This is an optimization exercise on Yosys and OpenROAD, whose aim is small area, not a production implementation. The RTL was checked by simulation tests, not by an equivalence proof against the original design. Power and IR drop assume default switching activity.

## old
==> flow/design.v (excerpt) <==
module serprog_engine (
    input  wire        clk,
    input  wire        rst,         
    input  wire        in_valid,
    input  wire [7:0]  in_data,
    output wire        in_ready,
    output wire        out_valid,
    output wire [7:0]  out_data,
    input  wire        out_ready,
    output wire        reg_en,
    output wire        reg_we,
    output wire [1:0]  reg_addr,
    output wire [63:0] reg_wdata,
    input  wire [31:0] reg_rdata
);
    localparam [3:0] S_AWAIT = 4'b0000, S_ARG1 = 4'b0001, S_ARG6  = 4'b0010, S_REPLY = 4'b0011,
                     S_CMD   = 4'b0100, S_CGET = 4'b0101, S_BDECW = 4'b0110, S_BDEC  = 4'b0111,
                     S_CTRL  = 4'b1000, S_POLL = 4'b1001, S_CIW   = 4'b1010, S_POP   = 4'b1011,
                     S_PX    = 4'b1100, S_BUSY = 4'b1101, S_GX    = 4'b1110, S_WRZ   = 4'b1111;
    localparam [5:0] A_IFACE = 6'd3, A_SYNC = 6'd6, A_ACK = 6'd7, A_NAK = 6'd8, A_SERBUF = 6'd9, A_PGM = 6'd12, A_BUS = 6'd29, A_CMDMAP = 6'd31;
    reg [7:0] r0, r1, r2, r3, r4, r5, r6;
    reg [7:0] ib;
    reg [2:0] pos;
    reg [3:0] st;
    reg [5:0] ptr;           
    reg       rx;            
    reg       bor;           
    wire [1:0] j = ptr[1:0];
    wire [8:0] rom =
        (ptr == 6'd3) ? {1'b0, 8'h06} :
        (ptr == 6'd4) ? {1'b0, 8'h01} :
        (ptr == 6'd5) ? {1'b1, 8'h00} :
        (ptr == 6'd6) ? {1'b0, 8'h15} :
        (ptr == 6'd7) ? {1'b1, 8'h06} :
        (ptr == 6'd8) ? {1'b1, 8'h15} :
  ...
Settings: LEC_CHECK=0, ABC_AREA=1, CAP_MARGIN=20, CORE_MARGIN=2, CORE_UTILIZATION=40, PLACE_DENSITY=0.6, SLEW_MARGIN=20; clock period 10.0 ns.
standard.sh (not shown) runs the stock make flow with config.mk's settings and CLKGATE_MAP_FILE= SYNTH_SCRIPT=/design/flow/synth_recipe.tcl, a recipe that flattens the netlist after the stock synthesis.
==> flow/flow/run.sh <==
#!/bin/bash
# The standard layout (standard.sh), with two changes:
#  - synthesis is the standard flow's own script (synth_recipe.tcl, registers untouched),
#    except that the combinational mapping uses flow/abc.script, an
#    area-oriented ABC script, in place of ORFS's abc_area.script;
#  - the port buffers are made from the smallest buffer cell (buf_1);
#  - the clock tree uses clkbuf_4/8 and no dummy loads.
set -euo pipefail
W=$(pwd)
{
  head -n 1 synth_recipe.tcl
  cat <<'T'
proc abc {args} {
  set out {}
  set skip 0
  foreach a $args {
    if {$skip} { set skip 0; continue }
    if {$a eq "-script"} { set skip 1; continue }
    if {$a eq "-D"} { set skip 1; continue }
    lappend out $a
  }
  yosys abc -script $::env(FLOW_ABC_SCRIPT) {*}$out
}
T
  tail -n +2 synth_recipe.tcl
} > flow_synth.tcl
sed "s#SYNTH_SCRIPT=[^ ]*#SYNTH_SCRIPT=$W/flow_synth.tcl#" standard.sh > flow_standard.sh
grep -q "SYNTH_SCRIPT=$W/flow_synth.tcl" flow_standard.sh
export FLOW_ABC_SCRIPT=$W/flow/abc.script
export BUFFER_PORTS_ARGS="-buffer_cell sky130_fd_sc_hd__buf_1"
export CTS_ARGS="-sink_clustering_enable -repair_clock_nets -dont_use_dummy_load -buf_list {sky130_fd_sc_hd__clkbuf_4 sky130_fd_sc_hd__clkbuf_8} -root_buf sky130_fd_sc_hd__clkbuf_8 -sink_clustering_size 25"
bash flow_standard.sh > flow_standard.log 2>&1
==> flow/flow/abc.script <==
strash
ifraig
scorr
dc2
strash
&get -n
&dch -f
&nf -R 1000 -p
&put
strash
&get -n
&dch -f
&nf -R 1000 -p
&put
old ran to completion and came out clean on the timing, DRC and antenna checks.
> inputs changed (old -> new)
--- a/flow/flow/abc.script
+++ b/flow/flow/abc.script
@@ -4,0 +5,4 @@
+strash
+&get -n
+&deepsyn -T 60
+&put
[summary]
- The via count reported for new is lower than the one for old.
- Compared new vs old, and area growth from synthesis to final layout is up in new.
- Lower worst setup slack was reported by old, not new.
- The largest stage delay on the critical path number comes out lower for new vs old.
- new ended up with a higher synthesized area divided by synthesized cell count than old did.

---

Another version of the RTL of serprog_engine (not shown whole).
Size: ~460 cells after synthesis, roughly 79 flip-flops, about 120 I/O pins.
// serprog_engine
module serprog_engine (
    input  wire        clk,
    input  wire        rst,         
    input  wire        in_valid,
    input  wire [7:0]  in_data,
    output wire        in_ready,
    output wire        out_valid,
    output wire [7:0]  out_data,
    input  wire        out_ready,
    output wire        reg_en,
    output wire        reg_we,
    output wire [1:0]  reg_addr,
    output wire [63:0] reg_wdata,
    input  wire [31:0] reg_rdata
);
export LEC_CHECK = 0
export ABC_AREA = 1
export CAP_MARGIN = 20
export CORE_MARGIN = 2
export CORE_UTILIZATION = 40
export GPL_TIMING_DRIVEN = 0
export PLACE_DENSITY = 0.6
export SLEW_MARGIN = 20
create_clock -name core_clock -period 10.0 [get_ports {clk}]
==> flow/flow/run.sh <==
#!/bin/bash
# The standard layout (standard.sh), with these changes:
#  - synthesis is the standard flow's own script (synth_recipe.tcl, registers untouched),
#    except that the combinational mapping uses flow/abc.script, an
#    area-oriented ABC script (with &deepsyn), in place of ORFS's abc_area.script,
#    and adders are not mapped to ha/fa cells beforehand (ADDER_MAP_FILE empty);
#  - the port buffers are made from the smallest buffer cell (buf_1);
#  - the clock tree uses clkbuf_4/8 and no dummy loads;
#  - the constant outputs share the one tie cell that synthesis gives them
#    (SKIP_REPAIR_TIE_FANOUT=1) instead of one tie cell each.
set -euo pipefail
W=$(pwd)
{
  head -n 1 synth_recipe.tcl
  cat <<'T'
proc abc {args} {
  set out {}
  set skip 0
  foreach a $args {
    if {$skip} { set skip 0; continue }
    if {$a eq "-script"} { set skip 1; continue }
    if {$a eq "-D"} { set skip 1; continue }
    lappend out $a
  }
  yosys abc -script $::env(FLOW_ABC_SCRIPT) {*}$out
}
T
  tail -n +2 synth_recipe.tcl
} > flow_synth.tcl
sed "s#SYNTH_SCRIPT=[^ ]*#SYNTH_SCRIPT=$W/flow_synth.tcl#" standard.sh > flow_standard.sh
grep -q "SYNTH_SCRIPT=$W/flow_synth.tcl" flow_standard.sh
export FLOW_ABC_SCRIPT=$W/flow/abc.script
export BUFFER_PORTS_ARGS="-buffer_cell sky130_fd_sc_hd__buf_1"
export CTS_ARGS="-sink_clustering_enable -repair_clock_nets -dont_use_dummy_load -buf_list {sky130_fd_sc_hd__clkbuf_4 sky130_fd_sc_hd__clkbuf_8} -root_buf sky130_fd_sc_hd__clkbuf_8 -sink_clustering_size 25"
# ADDER_MAP_FILE= : no separate adder mapping (no ha/fa cells); ABC maps the adders too
bash flow_standard.sh ADDER_MAP_FILE= SKIP_REPAIR_TIE_FANOUT=1 finish > flow_standard.log 2>&1
==> flow/flow/abc.script <==
strash
ifraig
scorr
dc2
strash
&get -n
&deepsyn -T 60
&put
strash
&get -n
&dch -f
&nf -R 1000 -p
&put
strash
&get -n
&dch -f
&nf -R 1000 -p
&put
Edit:
==> flow/flow/run.sh (replaced) <==
#!/bin/bash
# The standard layout (standard.sh), with two changes:
#  - synthesis is the standard flow's own script (synth_recipe.tcl, registers untouched),
#    except that the combinational mapping uses flow/abc.script, an
#    area-oriented ABC script (with &deepsyn), in place of ORFS's abc_area.script;
#  - the port buffers are made from the smallest buffer cell (buf_1);
#  - the clock tree uses clkbuf_4 leaves, a clkbuf_8 root and no dummy loads.
set -euo pipefail
W=$(pwd)
{
  head -n 1 synth_recipe.tcl
  cat <<'T'
proc abc {args} {
  set out {}
  set skip 0
  foreach a $args {
    if {$skip} { set skip 0; continue }
    if {$a eq "-script"} { set skip 1; continue }
    if {$a eq "-D"} { set skip 1; continue }
    lappend out $a
  }
  yosys abc -script $::env(FLOW_ABC_SCRIPT) {*}$out
}
T
  tail -n +2 synth_recipe.tcl
} > flow_synth.tcl
sed "s#SYNTH_SCRIPT=[^ ]*#SYNTH_SCRIPT=$W/flow_synth.tcl#" standard.sh > flow_standard.sh
grep -q "SYNTH_SCRIPT=$W/flow_synth.tcl" flow_standard.sh
export FLOW_ABC_SCRIPT=$W/flow/abc.script
export BUFFER_PORTS_ARGS="-buffer_cell sky130_fd_sc_hd__buf_1"
export CTS_ARGS="-sink_clustering_enable -repair_clock_nets -dont_use_dummy_load -buf_list {sky130_fd_sc_hd__clkbuf_4} -root_buf sky130_fd_sc_hd__clkbuf_8 -sink_clustering_size 16"
bash flow_standard.sh > flow_standard.log 2>&1
GPL_TIMING_DRIVEN = not set   (was 0)
- sequential power shrinks by about a fifth
- maximum frequency shrinks by about a fifth
- clock power grows by a few percent
Edit:
--- a/flow/flow/run.sh
+++ b/flow/flow/run.sh
@@ -2 +2 @@
-# The standard layout (standard.sh), with two changes:
+# The standard layout (standard.sh), with these changes:
@@ -5 +5,2 @@
-#    area-oriented ABC script (with &deepsyn), in place of ORFS's abc_area.script;
+#    area-oriented ABC script (with &deepsyn), in place of ORFS's abc_area.script,
+#    and adders are not mapped to ha/fa cells beforehand (ADDER_MAP_FILE empty);
@@ -7 +8 @@
-#  - the clock tree uses clkbuf_4 leaves, a clkbuf_8 root and no dummy loads.
+#  - the clock tree uses clkbuf_4/8 and no dummy loads.
@@ -31,2 +32,3 @@
-export CTS_ARGS="-sink_clustering_enable -repair_clock_nets -dont_use_dummy_load -buf_list {sky130_fd_sc_hd__clkbuf_4} -root_buf sky130_fd_sc_hd__clkbuf_8 -sink_clustering_size 16"
-bash flow_standard.sh > flow_standard.log 2>&1
+export CTS_ARGS="-sink_clustering_enable -repair_clock_nets -dont_use_dummy_load -buf_list {sky130_fd_sc_hd__clkbuf_4 sky130_fd_sc_hd__clkbuf_8} -root_buf sky130_fd_sc_hd__clkbuf_8 -sink_clustering_size 25"
+# ADDER_MAP_FILE= : no separate adder mapping (no ha/fa cells); ABC maps the adders too
+bash flow_standard.sh ADDER_MAP_FILE= SKIP_REPAIR_TIE_FANOUT=1 finish > flow_standard.log 2>&1
After rerunning:
- The changed run completed with no timing, DRC or antenna violations
- fmax increases by 27%
- synthesized cell count is lower by 7.4%
- total power increases by 6.7%
- sequential share of layout area grows by 3.0 points
- wire length came out lower by 7.0%
- core utilization shrinks by 0.70 points
- clock power is about the same
- global-route usage grows by 0.30 points
- sequential power climbs by 20%
- register-to-register slack gets worse by 0.12 ns
- combinational power shrinks by about 2%
Edit:
--- a/flow/flow/run.sh
+++ b/flow/flow/run.sh
@@ -32 +32 @@
-export CTS_ARGS="-sink_clustering_enable -repair_clock_nets -dont_use_dummy_load -buf_list {sky130_fd_sc_hd__clkbuf_4 sky130_fd_sc_hd__clkbuf_8} -root_buf sky130_fd_sc_hd__clkbuf_8 -sink_clustering_size 25"
+export CTS_ARGS="-sink_clustering_enable -repair_clock_nets -dont_use_dummy_load -buf_list {sky130_fd_sc_hd__clkbuf_16} -root_buf sky130_fd_sc_hd__clkbuf_16 -sink_clustering_size 40"
@@ -34 +34 @@
-bash flow_standard.sh ADDER_MAP_FILE= SKIP_REPAIR_TIE_FANOUT=1 finish > flow_standard.log 2>&1
+bash flow_standard.sh ADDER_MAP_FILE= finish > flow_standard.log 2>&1
Setup slack improved by 0.064 ns.
Wire length drops by about 0.8%.
First-iteration DRC count climbs by about 37%.
Edit:
--- a/flow/flow/run.sh
+++ b/flow/flow/run.sh
@@ -8 +8,3 @@
-#  - the clock tree uses clkbuf_4/8 and no dummy loads.
+#  - the clock tree uses clkbuf_4/8 and no dummy loads;
+#  - the constant outputs share the one tie cell that synthesis gives them
+#    (SKIP_REPAIR_TIE_FANOUT=1) instead of one tie cell each.
@@ -32 +34 @@
-export CTS_ARGS="-sink_clustering_enable -repair_clock_nets -dont_use_dummy_load -buf_list {sky130_fd_sc_hd__clkbuf_16} -root_buf sky130_fd_sc_hd__clkbuf_16 -sink_clustering_size 40"
+export CTS_ARGS="-sink_clustering_enable -repair_clock_nets -dont_use_dummy_load -buf_list {sky130_fd_sc_hd__clkbuf_4 sky130_fd_sc_hd__clkbuf_8} -root_buf sky130_fd_sc_hd__clkbuf_8 -sink_clustering_size 25"
@@ -34 +36 @@
-bash flow_standard.sh ADDER_MAP_FILE= finish > flow_standard.log 2>&1
+bash flow_standard.sh ADDER_MAP_FILE= SKIP_REPAIR_TIE_FANOUT=1 finish > flow_standard.log 2>&1
After rerunning:
- The changed run finished with timing, DRC and antenna clean
- register-to-register slack is worse by 0.23 ns
- combinational power decreases by 3.8%
- final area decreases by 3.6%
- routed wire length came out higher by 0.86%
- die area is unchanged
- non-clock buffer count is lower by 3
- core utilization came out lower by 1.8 points
- fmax falls by 1.4%
- global-route usage hardly moves
- worst setup slack degrades by 0.064 ns
- sequential share of layout area increases by 1.4 points

-- re-timing with driven ports --
The flow's constraints put no driver on any port. The routed layouts listed below were extracted and timed again, unchanged, in two steps. Step 1, drivers: a clkbuf_16 drives clk and a buf_2 each remaining input, both assumed. Step 2 adds t to the input delays and takes it off the output delays; t is the mean of the earliest and latest rising clock arrival at the registers after step 1. Input paths then give back, and output paths get back, about the clock's delay inside the block. Slacks: no drivers / after step 1 / after step 2; pairs: no drivers / after step 1.
| run | t (ns) | slack for setup (ns) | hold slack, ns | worst setup path at the end | clock arrival spread, ns |
|---|---|---|---|---|---|
| old | 0.378 | 5.001 / 4.966 / 5.344 | 0.318 / 0.318 / 0.318 | register to output | 0.033 / 0.034 |
| new | 0.365 | 5.082 / 5.049 / 5.414 | 0.311 / 0.311 / 0.311 | register to output | 0.028 / 0.028 |
| the first run of note 2 | 0.363 | 5.008 / 4.979 / 5.342 | 0.335 / 0.335 / 0.335 | register to output | 0.027 / 0.028 |
| the second run of note 2 | 0.369 | 4.162 / 4.128 / 4.497 | 0.314 / 0.314 / 0.314 | register to output | 0.027 / 0.027 |
| the third run of note 2 | 0.364 | 5.399 / 5.368 / 5.732 | 0.323 / 0.323 / 0.323 | register to output | 0.033 / 0.033 |
| the fourth run of note 2 | 0.367 | 5.464 / 5.424 / 5.792 | 0.316 / 0.316 / 0.316 | register to output | 0.017 / 0.017 |
| the fifth run of note 2 | 0.364 | 5.399 / 5.368 / 5.732 | 0.323 / 0.323 / 0.323 | register to output | 0.033 / 0.033 |
After both steps every run listed still meets setup and hold.
